Source: an optimization exercise on an open RTL-to-GDS flow (aim: small area). Production flows keep margins and buffers that such runs may drop. Only simulation tests tie the RTL to the original design; equivalence was not proved. Power is estimated from default activity; no workload was simulated.

## i2cbb
module i2cbb (
    input  wire        clk,
    input  wire        rst,           
    input  wire        host_req,
    input  wire        host_we,
    input  wire [11:0] host_addr,
    input  wire [31:0] host_wdata,
    output reg         host_resp,
    output reg         host_err,
    output reg  [31:0] host_rdata,
    output reg         scl_o,
    output reg         sda_o,
    input  wire        sda_i
);
Size: about 1500 cells after synthesis, about 85 I/O pins.
clock: 8.0 ns
lec_check: 0
cap_margin: 20
core_margin: 2
core_utilization: 40
slew_margin: 20
standard.sh (not shown) runs the stock make flow with config.mk's settings and CLKGATE_MAP_FILE= SYNTH_SCRIPT=/design/flow/synth_recipe.tcl, a recipe that flattens the netlist after the stock synthesis.
==> flow/flow/run.sh <==
#!/bin/bash
# Own layout flow: the standard synthesis, then the combinational logic
# between the registers is re-mapped by ABC for area (registers, their names
# and cell types are kept), then the standard layout from floorplan on.
set -euo pipefail
W=$(pwd)
F=$W/flow
R=$W/orfs/results/$FLOW_PLATFORM/i2cbb/base
LIB=$FLOW_HOME/platforms/$FLOW_PLATFORM/lib/sky130_fd_sc_hd__tt_025C_1v80.lib

bash standard.sh synth > $W/std_synth.log 2>&1

cp $R/1_2_yosys.v $W/std_synth.v
# sequential cells stay black boxes; everything else is flattened to logic
SEQ=$(awk '/^ *cell *\(/ {gsub(/[()";]/," "); c=$2} /^ *(ff|latch|statetable) *\(/ {print c}' $LIB | sort -u | tr '\n' ' ')
DU=""
for c in $(cat $F/dont_use.txt); do DU="$DU -dont_use $c"; done
cat > $W/remap.ys <<EOS
read_liberty -ignore_miss_func $LIB
blackbox $SEQ
read_verilog $W/std_synth.v
hierarchy -top $FLOW_TOP
flatten
delete t:\$scopeinfo
opt -purge
abc -script $F/remap.abc -liberty $LIB $DU
setundef -zero
splitnets
opt_clean -purge
hilomap -singleton -hicell sky130_fd_sc_hd__conb_1 HI -locell sky130_fd_sc_hd__conb_1 LO
insbuf -buf sky130_fd_sc_hd__buf_4 A X
opt_clean -purge
read_liberty -lib $LIB
stat -liberty $LIB
write_verilog -noattr -nohex -nodec $W/remap.v
EOS
yosys -s $W/remap.ys > $W/remap.log 2>&1
cp $W/remap.v $R/1_2_yosys.v
rm -f $R/1_synth.odb $R/1_synth.sdc

# clock tree without dummy loads; ports buffered with the smallest buffer
bash standard.sh finish "CTS_ARGS=-sink_clustering_enable -repair_clock_nets -dont_use_dummy_load -buf_list sky130_fd_sc_hd__clkbuf_4 -sink_clustering_size 8 -sink_clustering_max_diameter 50" \
  "BUFFER_PORTS_ARGS=-buffer_cell sky130_fd_sc_hd__buf_1" > $W/std_layout.log 2>&1
==> flow/flow/remap.abc <==
strash
&get -n
&deepsyn -T 30
&put
dch -f
map -a
mfs2 -a
strash
dch -f
map -a
mfs2
strash
dch -f
amap
Other scripts of this flow, unchanged in this note and not shown: flow/flow/dont_use.txt
The first run passed the timing, design-rule and antenna checks.
Edit:
==> flow/flow/remap.abc (replaced) <==
strash
&get -n
&deepsyn -T 120
&put
dch -f
map -a
mfs2 -a
strash
dch -f
map -a
mfs2
strash
dch -f
amap
- CORE_UTILIZATION: 40 -> 60
- GPL_TIMING_DRIVEN: default -> 0
=> Area after synthesis decreases by 0.43%; sequential share of layout area increases by 0.61 points; design area decreases by 1.0%.
Edit:
--- a/flow/flow/run.sh
+++ b/flow/flow/run.sh
@@ -40,4 +40,4 @@
 
 # clock tree without dummy loads; ports buffered with the smallest buffer
-bash standard.sh finish "CTS_ARGS=-sink_clustering_enable -repair_clock_nets -dont_use_dummy_load -buf_list sky130_fd_sc_hd__clkbuf_4 -sink_clustering_size 8 -sink_clustering_max_diameter 50" \
+bash standard.sh finish "CTS_ARGS=-sink_clustering_enable -repair_clock_nets -dont_use_dummy_load -buf_list sky130_fd_sc_hd__clkbuf_8 -sink_clustering_size 12 -sink_clustering_max_diameter 60" \
   "BUFFER_PORTS_ARGS=-buffer_cell sky130_fd_sc_hd__buf_1" > $W/std_layout.log 2>&1
==> flow/flow/remap.abc (replaced) <==
strash
&get -n
&deepsyn -T 30
&put
dch -f
map -a
mfs2 -a
strash
dch -f
map -a
mfs2
strash
dch -f
amap
- CORE_UTILIZATION: 60 -> 40
- GPL_TIMING_DRIVEN: 0 -> default
Utilization came out lower by 22 points. Global-route usage came out lower by 12 points. Total power came out higher by 7.1%. Via count came out lower by 2.6%. Routed wire length came out higher by 2.9%. Sequential power came out higher by about 2%.

========
## job 6515
Another version of the RTL of i2cbb (not shown whole).
For scale: roughly 1,500 cells after synthesis, about 16,000 µm² of cells after synthesis.
Settings: LEC_CHECK=0, CAP_MARGIN=20, CORE_MARGIN=2, CORE_UTILIZATION=55, SLEW_MARGIN=20; clock period 8.0 ns.
==> flow/flow/run.sh <==
#!/bin/bash
# Own layout flow: the standard synthesis, then the combinational logic
# between the registers is re-mapped by ABC for area (registers, their names
# and cell types are kept), then the standard layout from floorplan on.
set -euo pipefail
W=$(pwd)
F=$W/flow
R=$W/orfs/results/$FLOW_PLATFORM/i2cbb/base
LIB=$FLOW_HOME/platforms/$FLOW_PLATFORM/lib/sky130_fd_sc_hd__tt_025C_1v80.lib

bash standard.sh synth > $W/std_synth.log 2>&1

cp $R/1_2_yosys.v $W/std_synth.v
# sequential cells stay black boxes; everything else is flattened to logic
SEQ=$(awk '/^ *cell *\(/ {gsub(/[()";]/," "); c=$2} /^ *(ff|latch|statetable) *\(/ {print c}' $LIB | sort -u | tr '\n' ' ')
DU=""
for c in $(cat $F/dont_use.txt); do DU="$DU -dont_use $c"; done
# four ABC runs with different random seeds; the smallest result is kept
remap() {
  local S=$1
  sed "s/&deepsyn -T 240/\&deepsyn -T 240 -S $S/" $F/remap.abc > $W/remap_$S.abc
  cat > $W/remap_$S.ys <<EOS
read_liberty -ignore_miss_func $LIB
blackbox $SEQ
read_verilog $W/std_synth.v
hierarchy -top $FLOW_TOP
flatten
delete t:\$scopeinfo
opt -purge
abc -script $W/remap_$S.abc -liberty $LIB $DU
setundef -zero
splitnets
opt_clean -purge
hilomap -singleton -hicell sky130_fd_sc_hd__conb_1 HI -locell sky130_fd_sc_hd__conb_1 LO
insbuf -buf sky130_fd_sc_hd__buf_4 A X
opt_clean -purge
read_liberty -lib $LIB
stat -liberty $LIB
write_verilog -noattr -nohex -nodec $W/remap_$S.v
EOS
  yosys -s $W/remap_$S.ys > $W/remap_$S.log 2>&1 || true
}
for S in 1 2 3 4; do remap $S & done
wait
BEST=""; BA=""
for S in 1 2 3 4; do
  A=$(grep "Chip area" $W/remap_$S.log 2>/dev/null | awk '{print $NF}' || true)
  if [[ -n "$A" && -s $W/remap_$S.v ]]; then
    if [[ -z "$BA" ]] || awk -v a="$A" -v b="$BA" 'BEGIN {exit !(a < b)}'; then BEST=$S; BA=$A; fi
  fi
done
echo "remap seeds: best $BEST area $BA" > $W/remap.log
grep -H "Chip area" $W/remap_*.log >> $W/remap.log || true
if [[ -n "$BEST" ]]; then cp $W/remap_$BEST.v $W/remap.v; else cp $W/std_synth.v $W/remap.v; fi
cp $W/remap.v $R/1_2_yosys.v
rm -f $R/1_synth.odb $R/1_synth.sdc

# clock tree without dummy loads; ports buffered with the smallest buffer
bash standard.sh finish "CTS_ARGS=-sink_clustering_enable -repair_clock_nets -dont_use_dummy_load -buf_list sky130_fd_sc_hd__clkbuf_4 -sink_clustering_size 8 -sink_clustering_max_diameter 50" \
  "BUFFER_PORTS_ARGS=-buffer_cell sky130_fd_sc_hd__buf_1" > $W/std_layout.log 2>&1
==> flow/flow/remap.abc <==
strash
&get -n
&deepsyn -T 240
&put
dch -f
map -a
mfs2 -a
strash
dch -f
map -a
mfs2
strash
dch -f
amap
Other scripts of this flow, unchanged in this note and not shown: flow/flow/dont_use.txt
The following lists how job 583 was set up differently from job 6515:
diff --git a/flow/flow/run.sh b/flow/flow/run.sh
--- a/flow/flow/run.sh
+++ b/flow/flow/run.sh
@@ -20,3 +20,3 @@
   local S=$1
-  sed "s/&deepsyn -T 240/\&deepsyn -T 240 -S $S/" $F/remap.abc > $W/remap_$S.abc
+  sed "s/&deepsyn -T 120/\&deepsyn -T 120 -S $S/" $F/remap.abc > $W/remap_$S.abc
   cat > $W/remap_$S.ys <<EOS
==> flow/flow/remap.abc <==
strash
&get -n
&deepsyn -T 120
&put
dch -f
map -a
mfs2 -a
strash
dch -f
map -a
mfs2
strash
dch -f
amap
- In summary, job 583 completed successfully, with a layout that passed the timing, design-rule and antenna checks.
- Higher pin count of the biggest net entering global routing was reported by job 583, not job 6515.
- When job 583 is measured against job 6515, its slew at the pin with the worst max-slew slack turns out 65 ps lower.
- Higher total of clock buffers placed in the layout goes to job 583 over job 6515.
- Min met3 wire length across job 6515 and job 583: job 6515

========
== P ==
i2cbb, a different RTL version from the one above (not shown whole).
Size in the first run: about 1,700 cells after synthesis, roughly 85 I/O pins, ~0.018 mm2 of cells after synthesis.
make LEC_CHECK=0 CAP_MARGIN=20 CORE_MARGIN=2 CORE_UTILIZATION=40 CTS_BUF_LIST=sky130_fd_sc_hd__clkbuf_4 CTS_CLUSTER_DIAMETER=60 CTS_CLUSTER_SIZE=10 SLEW_MARGIN=20 finish   # period 8.0 ns
run.sh (not shown) runs the stock make flow with config.mk's settings and CLKGATE_MAP_FILE= SYNTH_SCRIPT=/design/flow/synth_recipe.tcl, a recipe that flattens the netlist after the stock synthesis.
Stock flow here: none of the scripts above is used.
Changes in Q relative to P:
- CTS_BUF_LIST removed (was sky130_fd_sc_hd__clkbuf_4)
- CTS_CLUSTER_SIZE removed (was 10)
- CTS_CLUSTER_DIAMETER removed (was 60)
Notes after the runs:
- Per the comparison of Q with P, number of standard cells in the final layout excluding fillers shows a reduction of 13; clock-buffer cell count moved down.
- From P to Q the numbers moved as follows: hold slack increased 0.018 ns; synthesis-to-finish area growth increased 4.6 points.

========
## build 56
i2cbb again, from the RTL that the note above started with.
==> flow/design.v (excerpt) <==
module i2cbb (
    input  wire        clk,
    input  wire        rst,           
    input  wire        host_req,
    input  wire        host_we,
    input  wire [11:0] host_addr,
    input  wire [31:0] host_wdata,
    output reg         host_resp,
    output reg         host_err,
    output reg  [31:0] host_rdata,
    output reg         scl_o,
    output reg         sda_o,
    input  wire        sda_i
);
clock: 8.0 ns
lec_check: 0
cap_margin: 20
core_margin: 2
core_utilization: 40
slew_margin: 20
standard.sh (not shown) runs the stock make flow with config.mk's settings and CLKGATE_MAP_FILE= SYNTH_SCRIPT=/design/flow/synth_recipe.tcl, a recipe that flattens the netlist after the stock synthesis.
==> flow/flow/run.sh <==
#!/bin/bash
# Own layout flow: the standard synthesis, then the combinational logic
# between the registers is re-mapped by ABC for area (registers, their names
# and cell types are kept), then the standard layout from floorplan on.
set -euo pipefail
W=$(pwd)
F=$W/flow
R=$W/orfs/results/$FLOW_PLATFORM/i2cbb/base
LIB=$FLOW_HOME/platforms/$FLOW_PLATFORM/lib/sky130_fd_sc_hd__tt_025C_1v80.lib

bash standard.sh synth > $W/std_synth.log 2>&1

cp $R/1_2_yosys.v $W/std_synth.v
# sequential cells stay black boxes; everything else is flattened to logic
SEQ=$(awk '/^ *cell *\(/ {gsub(/[()";]/," "); c=$2} /^ *(ff|latch|statetable) *\(/ {print c}' $LIB | sort -u | tr '\n' ' ')
DU=""
for c in $(cat $F/dont_use.txt); do DU="$DU -dont_use $c"; done
cat > $W/remap.ys <<EOS
read_liberty -ignore_miss_func $LIB
blackbox $SEQ
read_verilog $W/std_synth.v
hierarchy -top $FLOW_TOP
flatten
delete t:\$scopeinfo
opt -purge
abc -script $F/remap.abc -liberty $LIB $DU
setundef -zero
splitnets
opt_clean -purge
hilomap -singleton -hicell sky130_fd_sc_hd__conb_1 HI -locell sky130_fd_sc_hd__conb_1 LO
insbuf -buf sky130_fd_sc_hd__buf_4 A X
opt_clean -purge
read_liberty -lib $LIB
stat -liberty $LIB
write_verilog -noattr -nohex -nodec $W/remap.v
EOS
yosys -s $W/remap.ys > $W/remap.log 2>&1
cp $W/remap.v $R/1_2_yosys.v
rm -f $R/1_synth.odb $R/1_synth.sdc

bash standard.sh > $W/std_layout.log 2>&1
Other scripts of this flow, unchanged in this note and not shown: flow/flow/dont_use.txt, flow/flow/remap.abc
Setup changes, build 56 to build 75
diff --git a/flow/flow/run.sh b/flow/flow/run.sh
--- a/flow/flow/run.sh
+++ b/flow/flow/run.sh
@@ -40,2 +40,4 @@
 
-bash standard.sh > $W/std_layout.log 2>&1
+# clock tree without dummy loads; ports buffered with the smallest buffer
+bash standard.sh finish "CTS_ARGS=-sink_clustering_enable -repair_clock_nets -dont_use_dummy_load -buf_list sky130_fd_sc_hd__clkbuf_8 -sink_clustering_size 12 -sink_clustering_max_diameter 60" \
+  "BUFFER_PORTS_ARGS=-buffer_cell sky130_fd_sc_hd__buf_1" > $W/std_layout.log 2>&1
Results
On shortest clock period the worst path allows after layout: between build 75 and build 56, it ends up lower for build 75. Changes observed in build 75 relative to build 56: critical path depth up about 7%, power share of the combinational group up 0.5 points.
Modified inputs, build 81 compared to build 75
diff --git a/flow/flow/run.sh b/flow/flow/run.sh
--- a/flow/flow/run.sh
+++ b/flow/flow/run.sh
@@ -41,3 +41,3 @@
 # clock tree without dummy loads; ports buffered with the smallest buffer
-bash standard.sh finish "CTS_ARGS=-sink_clustering_enable -repair_clock_nets -dont_use_dummy_load -buf_list sky130_fd_sc_hd__clkbuf_8 -sink_clustering_size 12 -sink_clustering_max_diameter 60" \
+bash standard.sh finish "CTS_ARGS=-sink_clustering_enable -repair_clock_nets -dont_use_dummy_load" \
   "BUFFER_PORTS_ARGS=-buffer_cell sky130_fd_sc_hd__buf_1" > $W/std_layout.log 2>&1
- [diff] total power consumption of the routed design, build 81 relative to build 75: regression
- Taking build 75 as the reference point, the worst hold slack of build 81 rises by 0.018 ns.
- Build 81 -> build 75: final cell count without fillers flat
- ~same layout buffering overhead excluding clock cells in build 81 and build 75
- Build 81 vs build 75: routed metal-1 wirelength down slightly
- Core util | build 81 vs build 75 | build 81 higher
- Clock network power share: build 81 vs build 75 up 8.4 points
- Diff build 75..build 81 | register cell area after layout | unchanged
- Across both runs, post-layout instance area was higher for build 81 than for build 75.
- Row met1 layer usage reported by global route: build 81 higher / build 75 lower
- Build 81 ends up with a ratio of final minimum period to clock period that is 0.43 points lower than in build 75.

========
i2cbb, a different RTL version from the one above (not shown whole).
Size: roughly 0.015 sq mm of cells after synthesis.
export LEC_CHECK = 0
export CAP_MARGIN = 20
export CORE_MARGIN = 2
export CORE_UTILIZATION = 55
export SLEW_MARGIN = 20
create_clock -name core_clock -period 8.0 [get_ports {clk}]
==> flow/flow/run.sh <==
#!/bin/bash
# Own layout flow: the standard synthesis, then the combinational logic
# between the registers is re-mapped by ABC for area (registers, their names
# and cell types are kept), then the standard layout from floorplan on.
set -euo pipefail
W=$(pwd)
F=$W/flow
R=$W/orfs/results/$FLOW_PLATFORM/i2cbb/base
LIB=$FLOW_HOME/platforms/$FLOW_PLATFORM/lib/sky130_fd_sc_hd__tt_025C_1v80.lib

bash standard.sh synth > $W/std_synth.log 2>&1

cp $R/1_2_yosys.v $W/std_synth.v
# sequential cells stay black boxes; everything else is flattened to logic
SEQ=$(awk '/^ *cell *\(/ {gsub(/[()";]/," "); c=$2} /^ *(ff|latch|statetable) *\(/ {print c}' $LIB | sort -u | tr '\n' ' ')
DU=""
for c in $(cat $F/dont_use.txt); do DU="$DU -dont_use $c"; done
# four ABC runs with different random seeds; the smallest result is kept
remap() {
  local S=$1
  sed "s/&deepsyn -T 120/\&deepsyn -T 120 -S $S/" $F/remap.abc > $W/remap_$S.abc
  cat > $W/remap_$S.ys <<EOS
read_liberty -ignore_miss_func $LIB
blackbox $SEQ
read_verilog $W/std_synth.v
hierarchy -top $FLOW_TOP
flatten
delete t:\$scopeinfo
opt -purge
abc -script $W/remap_$S.abc -liberty $LIB $DU
setundef -zero
splitnets
opt_clean -purge
hilomap -singleton -hicell sky130_fd_sc_hd__conb_1 HI -locell sky130_fd_sc_hd__conb_1 LO
insbuf -buf sky130_fd_sc_hd__buf_4 A X
opt_clean -purge
read_liberty -lib $LIB
stat -liberty $LIB
write_verilog -noattr -nohex -nodec $W/remap_$S.v
EOS
  yosys -s $W/remap_$S.ys > $W/remap_$S.log 2>&1 || true
}
for S in 1 2 3 4; do remap $S & done
wait
BEST=""; BA=""
for S in 1 2 3 4; do
  A=$(grep "Chip area" $W/remap_$S.log 2>/dev/null | awk '{print $NF}' || true)
  if [[ -n "$A" && -s $W/remap_$S.v ]]; then
    if [[ -z "$BA" ]] || awk -v a="$A" -v b="$BA" 'BEGIN {exit !(a < b)}'; then BEST=$S; BA=$A; fi
  fi
done
echo "remap seeds: best $BEST area $BA" > $W/remap.log
grep -H "Chip area" $W/remap_*.log >> $W/remap.log || true
if [[ -n "$BEST" ]]; then cp $W/remap_$BEST.v $W/remap.v; else cp $W/std_synth.v $W/remap.v; fi
cp $W/remap.v $R/1_2_yosys.v
rm -f $R/1_synth.odb $R/1_synth.sdc

# clock tree without dummy loads; ports buffered with the smallest buffer
bash standard.sh finish "CTS_ARGS=-sink_clustering_enable -repair_clock_nets -dont_use_dummy_load -buf_list sky130_fd_sc_hd__clkbuf_4 -sink_clustering_size 10 -sink_clustering_max_diameter 40" \
  "BUFFER_PORTS_ARGS=-buffer_cell sky130_fd_sc_hd__buf_1" > $W/std_layout.log 2>&1
Other scripts of this flow, unchanged in this note and not shown: flow/flow/dont_use.txt, flow/flow/remap.abc
The baseline produced a clean layout.
Edit:
--- a/flow/flow/run.sh
+++ b/flow/flow/run.sh
@@ -57,4 +57,4 @@
 
 # clock tree without dummy loads; ports buffered with the smallest buffer
-bash standard.sh finish "CTS_ARGS=-sink_clustering_enable -repair_clock_nets -dont_use_dummy_load -buf_list sky130_fd_sc_hd__clkbuf_4 -sink_clustering_size 10 -sink_clustering_max_diameter 40" \
+bash standard.sh finish "CTS_ARGS=-sink_clustering_enable -repair_clock_nets -dont_use_dummy_load -buf_list sky130_fd_sc_hd__clkbuf_4 -sink_clustering_size 8 -sink_clustering_max_diameter 50" \
   "BUFFER_PORTS_ARGS=-buffer_cell sky130_fd_sc_hd__buf_1" > $W/std_layout.log 2>&1
The new run finished with timing, DRC and antenna clean; worst setup slack improved by 18 ps; synthesized cell count does not change; wire length came out higher slightly; combinational power hardly moves; clock-buffer cell count grows by 5; final area is about the same; cell count hardly moves; sequential power stays flat; via count goes up slightly; core utilization climbs by 0.13 points.

## what the ideal ports hide
No port has a modelled driver above. Below, the same layouts with a new extraction and two added sets of constraints.
Step 1, drivers: a clkbuf_16 drives clk and a buf_2 each remaining input, both assumed.
Step 2 moves the port delays by t, midway between the first and last clock arrival at a register: inputs arrive t later, outputs are due t later. That takes back most of the time a late clock gives input paths.
a / b / c = ideal / step 1 / step 2; a / b = the first two.
run	t, ns	slack for setup (ns)	worst data-port slew with drivers (ns)
the first run of note 1	0.778	2.125 / 2.125 / 1.903	0.05
the second run of note 1	0.723	1.022 / 1.039 / 0.316	0.09
the third run of note 1	0.579	1.883 / 1.883 / 1.587	0.06
job 6515	0.723	1.557 / 1.557 / 1.111	0.06
job 583	0.739	1.998 / 1.998 / 1.728	0.06
P	0.827	2.599 / 2.550 / 2.192	0.07
Q	0.627	2.690 / 2.726 / 2.098	0.07
build 56	0.611	1.082 / 1.082 / 0.551	0.05
build 75	0.616	1.309 / 1.309 / 0.927	0.06
build 81	0.571	1.343 / 1.343 / 0.979	0.06
the first run of note 5	0.716	1.931 / 1.909 / 1.240	0.06
the second run of note 5	0.732	1.949 / 1.960 / 1.250	0.06
After both steps setup and hold are still met in every run listed. For the second run of note 1, which loses most, drivers alone change the setup slack by +0.017 ns; drivers and shift together by -0.706 ns.
